This is an optimization exercise on Yosys and OpenROAD, whose aim is small area and a short achievable clock period, not a production implementation.
The RTL was checked by simulation tests, not by an equivalence proof against the original design.
No activity file was given, so power comes from the tool's default toggle rates.

== the baseline ==
==> flow/design.v <==
module ahrs_crc16 (
    input  wire [15:0] crc_in,
    input  wire [7:0]  data,
    output reg  [15:0] crc_out
);
    integer i;
    reg [15:0] t;
    always @(*) begin
        t = crc_in ^ {data, 8'h00};
        for (i = 0; i < 8; i = i + 1) begin
            if (t[15])
                t = {t[14:0], 1'b0} ^ 16'h1021;
            else
                t = {t[14:0], 1'b0};
        end
        crc_out = t;
    end
endmodule
module ahrs_parser (
    input  wire        clk,
    input  wire        rst,
    input  wire        feed,         
    input  wire        preset,       
    input  wire [7:0]  data,         
    output wire        done,         
    output wire        wr_angle,     
    output wire [1:0]  wr_field,     
    output wire [31:0] wr_value,
    output wire        wr_status     
);
    localparam [3:0] S_SYNC0  = 4'd0,
                     S_SYNC1  = 4'd1,
                     S_SYNC2  = 4'd2,
                     S_SYNC3  = 4'd3,
                     S_COMPID = 4'd4,
                     S_STATUS = 4'd5,
                     S_CRC0   = 4'd6,
                     S_CRC1   = 4'd7,
                     S_ANG0   = 4'd8,
                     S_ANG1   = 4'd9,
                     S_ANG2   = 4'd10,
                     S_ANG3   = 4'd11;
    localparam [15:0] CRC_PREAMBLE = 16'h7982;    
    reg [3:0]  st;
    reg [15:0] crc;
    reg [3:0]  seen;      
    reg [1:0]  fld;
    reg [23:0] acc;
    wire [15:0] crc_next;
    ahrs_crc16 u_crc (.crc_in(crc), .data(data), .crc_out(crc_next));
    assign wr_value = {acc, data};
    wire [7:0] ang_exp = wr_value[30:23];
    wire       ang_bad = (ang_exp == 8'hFF) ||
                         (ang_exp == 8'h00 && wr_value[22:0] != 23'd0);
    reg       id_known;
    reg [1:0] id_k;
    always @(*) begin
        id_known = 1'b1;
        id_k     = 2'd0;
        case (data)
            8'h05:   id_k = 2'd0;
            8'h18:   id_k = 2'd1;
            8'h19:   id_k = 2'd2;
            8'h4F:   id_k = 2'd3;
            default: id_known = 1'b0;
        endcase
    end
    assign wr_field  = fld;
    assign wr_angle  = feed && st == S_ANG3 && !ang_bad;
    assign wr_status = feed && st == S_STATUS;
    assign done      = feed && st == S_CRC1 && seen[0] && data == crc[7:0];
    wire [3:0] st_after = (seen == 4'b1111) ? S_CRC0 : S_COMPID;
    always @(posedge clk) begin
        if (rst || preset) begin
            st <= S_SYNC0;
        end else if (feed) begin
            case (st)
                S_SYNC0, S_SYNC1, S_SYNC2, S_SYNC3: begin
                    if (data == (st == S_SYNC0 ? 8'h00 : st == S_SYNC1 ? 8'h17 :
                                 st == S_SYNC2 ? 8'h05 : 8'h04)) begin
                        st <= st + 4'd1;
                    end else if (data == 8'h00) begin
                        st <= S_SYNC1;
                    end else begin
                        st <= S_SYNC0;
                    end
                    seen <= 4'b0;
                    crc  <= CRC_PREAMBLE;
                end
                S_COMPID: begin
                    crc <= crc_next;
                    fld <= id_k;
                    if (!id_known || seen[id_k]) begin
                        st <= S_SYNC0;
                    end else begin
                        seen[id_k] <= 1'b1;
                        st <= (id_k == 2'd3) ? S_STATUS : S_ANG0;
                    end
                end
                S_ANG0, S_ANG1, S_ANG2: begin
                    crc <= crc_next;
                    acc <= wr_value[23:0];
                    st  <= st + 4'd1;
                end
                S_ANG3: begin
                    crc <= crc_next;
                    st  <= ang_bad ? S_SYNC0 : st_after;
                end
                S_STATUS: begin
                    crc <= crc_next;
                    st  <= st_after;
                end
                S_CRC0: begin
                    seen[0] <= (data == crc[15:8]);
                    st      <= S_CRC1;
                end
                default: begin
                    st <= S_SYNC0;
                end
            endcase
        end
    end
endmodule
module ahrs_tbuf (
    input  wire       clk,
    input  wire       rst,
    input  wire       offer,
    input  wire       update,
    output wire [1:0] write_idx,
    output wire [1:0] read_idx,
    output wire       took        
);
    reg [1:0] w_idx, c_idx, r_idx;
    reg       new_f;
    wire [1:0] w_o   = offer ? c_idx : w_idx;
    wire [1:0] c_o   = offer ? w_idx : c_idx;
    wire       new_o = offer | new_f;
    assign write_idx = w_idx;
    assign read_idx  = r_idx;
    assign took      = update & new_o;
    always @(posedge clk) begin
        if (rst) begin
            w_idx <= 2'd0;
            c_idx <= 2'd1;
            r_idx <= 2'd2;
            new_f <= 1'b0;
        end else begin
            w_idx <= w_o;
            if (took) begin
                c_idx <= r_idx;
                r_idx <= c_o;
                new_f <= 1'b0;
            end else begin
                c_idx <= c_o;
                new_f <= new_o;
            end
        end
    end
endmodule
module ahrs_store (
    input  wire        clk,
    input  wire        rst,
    input  wire [1:0]  write_idx,
    input  wire        wr_angle,
    input  wire [1:0]  wr_field,    
    input  wire [31:0] wr_value,
    input  wire        wr_status,
    input  wire [7:0]  wr_status_value,
    input  wire [1:0]  read_idx,
    output wire [31:0] rd_yaw,
    output wire [31:0] rd_pitch,
    output wire [31:0] rd_roll,
    output wire [7:0]  rd_status
);
    reg [31:0] yaw    [0:2];
    reg [31:0] pitch  [0:2];
    reg [31:0] roll   [0:2];
    reg [7:0]  status [0:2];
    reg [3:0]  valid  [0:2];    
    integer i;
    always @(posedge clk) begin
        for (i = 0; i < 3; i = i + 1) begin
            if (wr_angle && write_idx == i) begin
                case (wr_field)
                    2'd0:    yaw[i]   <= wr_value;
                    2'd1:    pitch[i] <= wr_value;
                    default: roll[i]  <= wr_value;
                endcase
            end
            if (wr_status && write_idx == i)
                status[i] <= wr_status_value;
        end
    end
    always @(posedge clk) begin
        for (i = 0; i < 3; i = i + 1) begin
            if (rst) begin
                valid[i] <= 4'b0;
            end else begin
                if (wr_angle && write_idx == i) begin
                    case (wr_field)
                        2'd0:    valid[i][0] <= 1'b1;
                        2'd1:    valid[i][1] <= 1'b1;
                        default: valid[i][2] <= 1'b1;
                    endcase
                end
                if (wr_status && write_idx == i)
                    valid[i][3] <= 1'b1;
            end
        end
    end
    wire [3:0] v = valid[read_idx];
    assign rd_yaw    = v[0] ? yaw[read_idx]    : 32'h0;
    assign rd_pitch  = v[1] ? pitch[read_idx]  : 32'h0;
    assign rd_roll   = v[2] ? roll[read_idx]   : 32'h0;
    assign rd_status = v[3] ? status[read_idx] : 8'h0;
endmodule
module ahrs_rx (
    input  wire        clk,
    input  wire        rst,
    input  wire        p_valid,
    input  wire [31:0] p_cmd,
    output reg         p_resp_valid,
    output reg         p_resp_err,
    output wire [31:0] p_resp_val,
    input  wire        c_valid,
    input  wire [31:0] c_cmd,
    output reg         c_resp_valid,
    output reg         c_resp_err,
    output wire [31:0] c_resp_val
);
    localparam [7:0] OPC_CRC_UPDATE   = 8'h01,
                     OPC_FEED         = 8'h10,
                     OPC_PARSER_RESET = 8'h11,
                     OPC_OFFER        = 8'h20,
                     OPC_UPDATE       = 8'h21,
                     OPC_GET_PITCH    = 8'h30,
                     OPC_GET_YAW      = 8'h31,
                     OPC_GET_ROLL     = 8'h32,
                     OPC_GET_STATUS   = 8'h33;
    wire [7:0]  p_opc   = p_cmd[31:24];
    wire [15:0] p_arg16 = p_cmd[23:8];
    wire [7:0]  p_arg8  = p_cmd[7:0];
    wire [7:0]  c_opc   = c_cmd[31:24];
    wire [15:0] c_arg16 = c_cmd[23:8];
    wire [7:0]  c_arg8  = c_cmd[7:0];
    wire p_crc    = p_valid && p_opc == OPC_CRC_UPDATE;
    wire p_feed   = p_valid && p_opc == OPC_FEED         && p_arg16 == 16'h0;
    wire p_preset = p_valid && p_opc == OPC_PARSER_RESET && p_arg16 == 16'h0 && p_arg8 == 8'h0;
    wire p_offer  = p_valid && p_opc == OPC_OFFER        && p_arg16 == 16'h0 && p_arg8 == 8'h0;
    wire p_legal  = p_crc || p_feed || p_preset || p_offer;
    wire c_noarg  = c_arg16 == 16'h0 && c_arg8 == 8'h0;
    wire c_crc    = c_valid && c_opc == OPC_CRC_UPDATE;
    wire c_update = c_valid && c_opc == OPC_UPDATE     && c_noarg;
    wire c_gp     = c_valid && c_opc == OPC_GET_PITCH  && c_noarg;
    wire c_gy     = c_valid && c_opc == OPC_GET_YAW    && c_noarg;
    wire c_gr     = c_valid && c_opc == OPC_GET_ROLL   && c_noarg;
    wire c_gs     = c_valid && c_opc == OPC_GET_STATUS && c_noarg;
    wire c_legal  = c_crc || c_update || c_gp || c_gy || c_gr || c_gs;
    wire [15:0] p_crc_out, c_crc_out;
    ahrs_crc16 u_pcrc (.crc_in(p_arg16), .data(p_arg8), .crc_out(p_crc_out));
    ahrs_crc16 u_ccrc (.crc_in(c_arg16), .data(c_arg8), .crc_out(c_crc_out));
    wire        feed_done;
    wire        wr_angle, wr_status;
    wire [1:0]  wr_field;
    wire [31:0] wr_value;
    ahrs_parser u_parser (
        .clk(clk), .rst(rst),
        .feed(p_feed), .preset(p_preset), .data(p_arg8),
        .done(feed_done),
        .wr_angle(wr_angle), .wr_field(wr_field), .wr_value(wr_value),
        .wr_status(wr_status)
    );
    wire [1:0] write_idx, read_idx;
    wire       took;
    ahrs_tbuf u_tbuf (
        .clk(clk), .rst(rst),
        .offer(p_offer || feed_done),
        .update(c_update),
        .write_idx(write_idx), .read_idx(read_idx),
        .took(took)
    );
    wire [31:0] rd_yaw, rd_pitch, rd_roll;
    wire [7:0]  rd_status;
    ahrs_store u_store (
        .clk(clk), .rst(rst),
        .write_idx(write_idx),
        .wr_angle(wr_angle), .wr_field(wr_field), .wr_value(wr_value),
        .wr_status(wr_status), .wr_status_value(p_arg8),
        .read_idx(read_idx),
        .rd_yaw(rd_yaw), .rd_pitch(rd_pitch), .rd_roll(rd_roll), .rd_status(rd_status)
    );
    reg [15:0] p_val;
    reg [15:0] c_crc_q;
    reg        c_crc_sel, c_took, c_gp_q, c_gy_q, c_gr_q, c_gs_q;
    always @(posedge clk) begin
        if (rst) begin
            p_resp_valid <= 1'b0;
            c_resp_valid <= 1'b0;
        end else begin
            p_resp_valid <= p_valid;
            c_resp_valid <= c_valid;
        end
        p_resp_err <= p_valid && !p_legal;
        p_val      <= p_crc ? p_crc_out : {15'h0, feed_done};
        c_resp_err <= c_valid && !c_legal;
        c_crc_q    <= c_crc_out;
        c_crc_sel  <= c_crc;
        c_took     <= took;
        c_gp_q     <= c_gp;
        c_gy_q     <= c_gy;
        c_gr_q     <= c_gr;
        c_gs_q     <= c_gs;
    end
    assign p_resp_val = {16'h0, p_val};
    assign c_resp_val = ({32{c_gp_q}} & rd_pitch) |
                        ({32{c_gy_q}} & rd_yaw) |
                        ({32{c_gr_q}} & rd_roll) |
                        {24'h0, {8{c_gs_q}} & rd_status} |
                        {16'h0, {16{c_crc_sel}} & c_crc_q} |
                        {31'h0, c_took};
endmodule
==> flow/config.mk <==
export PLATFORM = sky130hd
export DESIGN_NAME = ahrs_rx
export DESIGN_NICKNAME = ahrs_rx
export VERILOG_FILES = /design/flow/design.v
export SDC_FILE = /design/flow/constraint.sdc
export NUM_CORES = 4
export LEC_CHECK = 0
export CAP_MARGIN = 20
export CORE_MARGIN = 2
export CORE_UTILIZATION = 40
export PLACE_DENSITY = 0.6
export SLEW_MARGIN = 20
==> flow/constraint.sdc <==
create_clock -name core_clock -period 6.5 [get_ports {clk}]
set_input_delay 1.3000 -clock core_clock [delete_from_list [all_inputs] [get_ports {clk}]]
set_output_delay 1.3000 -clock core_clock [all_outputs]
set_load 0.01 [all_outputs]
run.sh (not shown) runs the stock make flow with config.mk's settings and CLKGATE_MAP_FILE= SYNTH_SCRIPT=/design/flow/synth_recipe.tcl, a recipe that flattens the netlist after the stock synthesis.
No stage failed in the baseline, and the final checks on the layout all came back clean.
The inputs of the candidate differ from those of the baseline as listed below.
diff --git a/flow/design.v b/flow/design.v
--- a/flow/design.v
+++ b/flow/design.v
@@ -25,8 +25,8 @@
     output wire        done,         
     output wire        wr_angle,     
     output wire [1:0]  wr_field,     
-    output wire [31:0] wr_value,
-    output wire        wr_status     
+    output wire        wr_status,    
+    output wire [31:0] acc_q         
 );
     localparam [3:0] S_SYNC0  = 4'd0,
                      S_SYNC1  = 4'd1,
@@ -45,10 +45,11 @@
     reg [15:0] crc;
     reg [3:0]  seen;      
     reg [1:0]  fld;
-    reg [23:0] acc;
+    reg [31:0] acc;
+    wire [31:0] wr_value = {acc[23:0], data};
+    assign acc_q = acc;
     wire [15:0] crc_next;
     ahrs_crc16 u_crc (.crc_in(crc), .data(data), .crc_out(crc_next));
-    assign wr_value = {acc, data};
     wire [7:0] ang_exp = wr_value[30:23];
     wire       ang_bad = (ang_exp == 8'hFF) ||
                          (ang_exp == 8'h00 && wr_value[22:0] != 23'd0);
@@ -99,15 +100,17 @@
                 end
                 S_ANG0, S_ANG1, S_ANG2: begin
                     crc <= crc_next;
-                    acc <= wr_value[23:0];
+                    acc <= wr_value;
                     st  <= st + 4'd1;
                 end
                 S_ANG3: begin
                     crc <= crc_next;
+                    acc <= wr_value;
                     st  <= ang_bad ? S_SYNC0 : st_after;
                 end
                 S_STATUS: begin
                     crc <= crc_next;
+                    acc <= wr_value;
                     st  <= st_after;
                 end
                 S_CRC0: begin
@@ -163,9 +166,8 @@
     input  wire [1:0]  write_idx,
     input  wire        wr_angle,
     input  wire [1:0]  wr_field,    
-    input  wire [31:0] wr_value,
     input  wire        wr_status,
-    input  wire [7:0]  wr_status_value,
+    input  wire [31:0] wr_value,    
     input  wire [1:0]  read_idx,
     output wire [31:0] rd_yaw,
     output wire [31:0] rd_pitch,
@@ -177,18 +179,23 @@
     reg [31:0] roll   [0:2];
     reg [7:0]  status [0:2];
     reg [3:0]  valid  [0:2];    
+    reg pend_angle, pend_status;
+    always @(posedge clk) begin
+        pend_angle  <= wr_angle  && !rst;
+        pend_status <= wr_status && !rst;
+    end
     integer i;
     always @(posedge clk) begin
         for (i = 0; i < 3; i = i + 1) begin
-            if (wr_angle && write_idx == i) begin
+            if (pend_angle && write_idx == i) begin
                 case (wr_field)
                     2'd0:    yaw[i]   <= wr_value;
                     2'd1:    pitch[i] <= wr_value;
                     default: roll[i]  <= wr_value;
                 endcase
             end
-            if (wr_status && write_idx == i)
-                status[i] <= wr_status_value;
+            if (pend_status && write_idx == i)
+                status[i] <= wr_value[7:0];
         end
     end
     always @(posedge clk) begin
@@ -196,14 +203,14 @@
             if (rst) begin
                 valid[i] <= 4'b0;
             end else begin
-                if (wr_angle && write_idx == i) begin
+                if (pend_angle && write_idx == i) begin
                     case (wr_field)
                         2'd0:    valid[i][0] <= 1'b1;
                         2'd1:    valid[i][1] <= 1'b1;
                         default: valid[i][2] <= 1'b1;
                     endcase
                 end
-                if (wr_status && write_idx == i)
+                if (pend_status && write_idx == i)
                     valid[i][3] <= 1'b1;
             end
         end
@@ -267,8 +274,8 @@
         .clk(clk), .rst(rst),
         .feed(p_feed), .preset(p_preset), .data(p_arg8),
         .done(feed_done),
-        .wr_angle(wr_angle), .wr_field(wr_field), .wr_value(wr_value),
-        .wr_status(wr_status)
+        .wr_angle(wr_angle), .wr_field(wr_field),
+        .wr_status(wr_status), .acc_q(wr_value)
     );
     wire [1:0] write_idx, read_idx;
     wire       took;
@@ -284,8 +291,8 @@
     ahrs_store u_store (
         .clk(clk), .rst(rst),
         .write_idx(write_idx),
-        .wr_angle(wr_angle), .wr_field(wr_field), .wr_value(wr_value),
-        .wr_status(wr_status), .wr_status_value(p_arg8),
+        .wr_angle(wr_angle), .wr_field(wr_field),
+        .wr_status(wr_status), .wr_value(wr_value),
         .read_idx(read_idx),
         .rd_yaw(rd_yaw), .rd_pitch(rd_pitch), .rd_roll(rd_roll), .rd_status(rd_status)
     );
Results
The final layout from the candidate, which completed every stage, passed the timing, design-rule and antenna checks at the end of the flow. | cell count | higher: the baseline |. Compared with the baseline, the candidate shows final instance area that has gone down slightly. Diff the baseline -> the candidate | relative area change from synthesis to final layout | decrease of 1.5 points. Compare the candidate and the baseline | critical path depth lower: the candidate. The baseline and the candidate ended up with roughly the same post-CTS clock slew at the launch and capture registers of the worst setup and hold paths. The candidate — fraction of power spent switching nets 0.75 points lower, the baseline as reference. Compared with the baseline, in the candidate final core area utilization moved down, via count of the routed design moved down. Compared the candidate against the baseline; worst hold slack after final layout within noise. Power share of the clock group (the candidate over the baseline): increase, 0.2 points. [compare] base=the baseline new=the candidate: worst setup slack up 0.39 ns, clock buffer count lower.

==> afterwards: timing with drivers on the ports <==
How much do the figures lean on ideal ports? The routed layouts below were timed once more, with nothing changed but the port constraints.
Step 1, drivers: a clkbuf_16 drives clk and a buf_2 each remaining input, both assumed.
Step 2 times the ports against the registers' clock, not the clock port: input delays grow and output delays shrink by t, the midpoint of the rising clock arrivals with the driver on.
Three values: no drivers, after step 1, after step 2; two values: the first two.
run	shift t [ns]	setup WS [ns]	clock arrival spread, ns	worst register clock-pin slew, ns
the baseline	0.605	0.957 / 0.906 / 1.445	0.015 / 0.015	0.06 / 0.06
the candidate	0.609	1.348 / 1.297 / 1.906	0.021 / 0.021	0.06 / 0.06
After both steps every run listed still meets setup and hold.
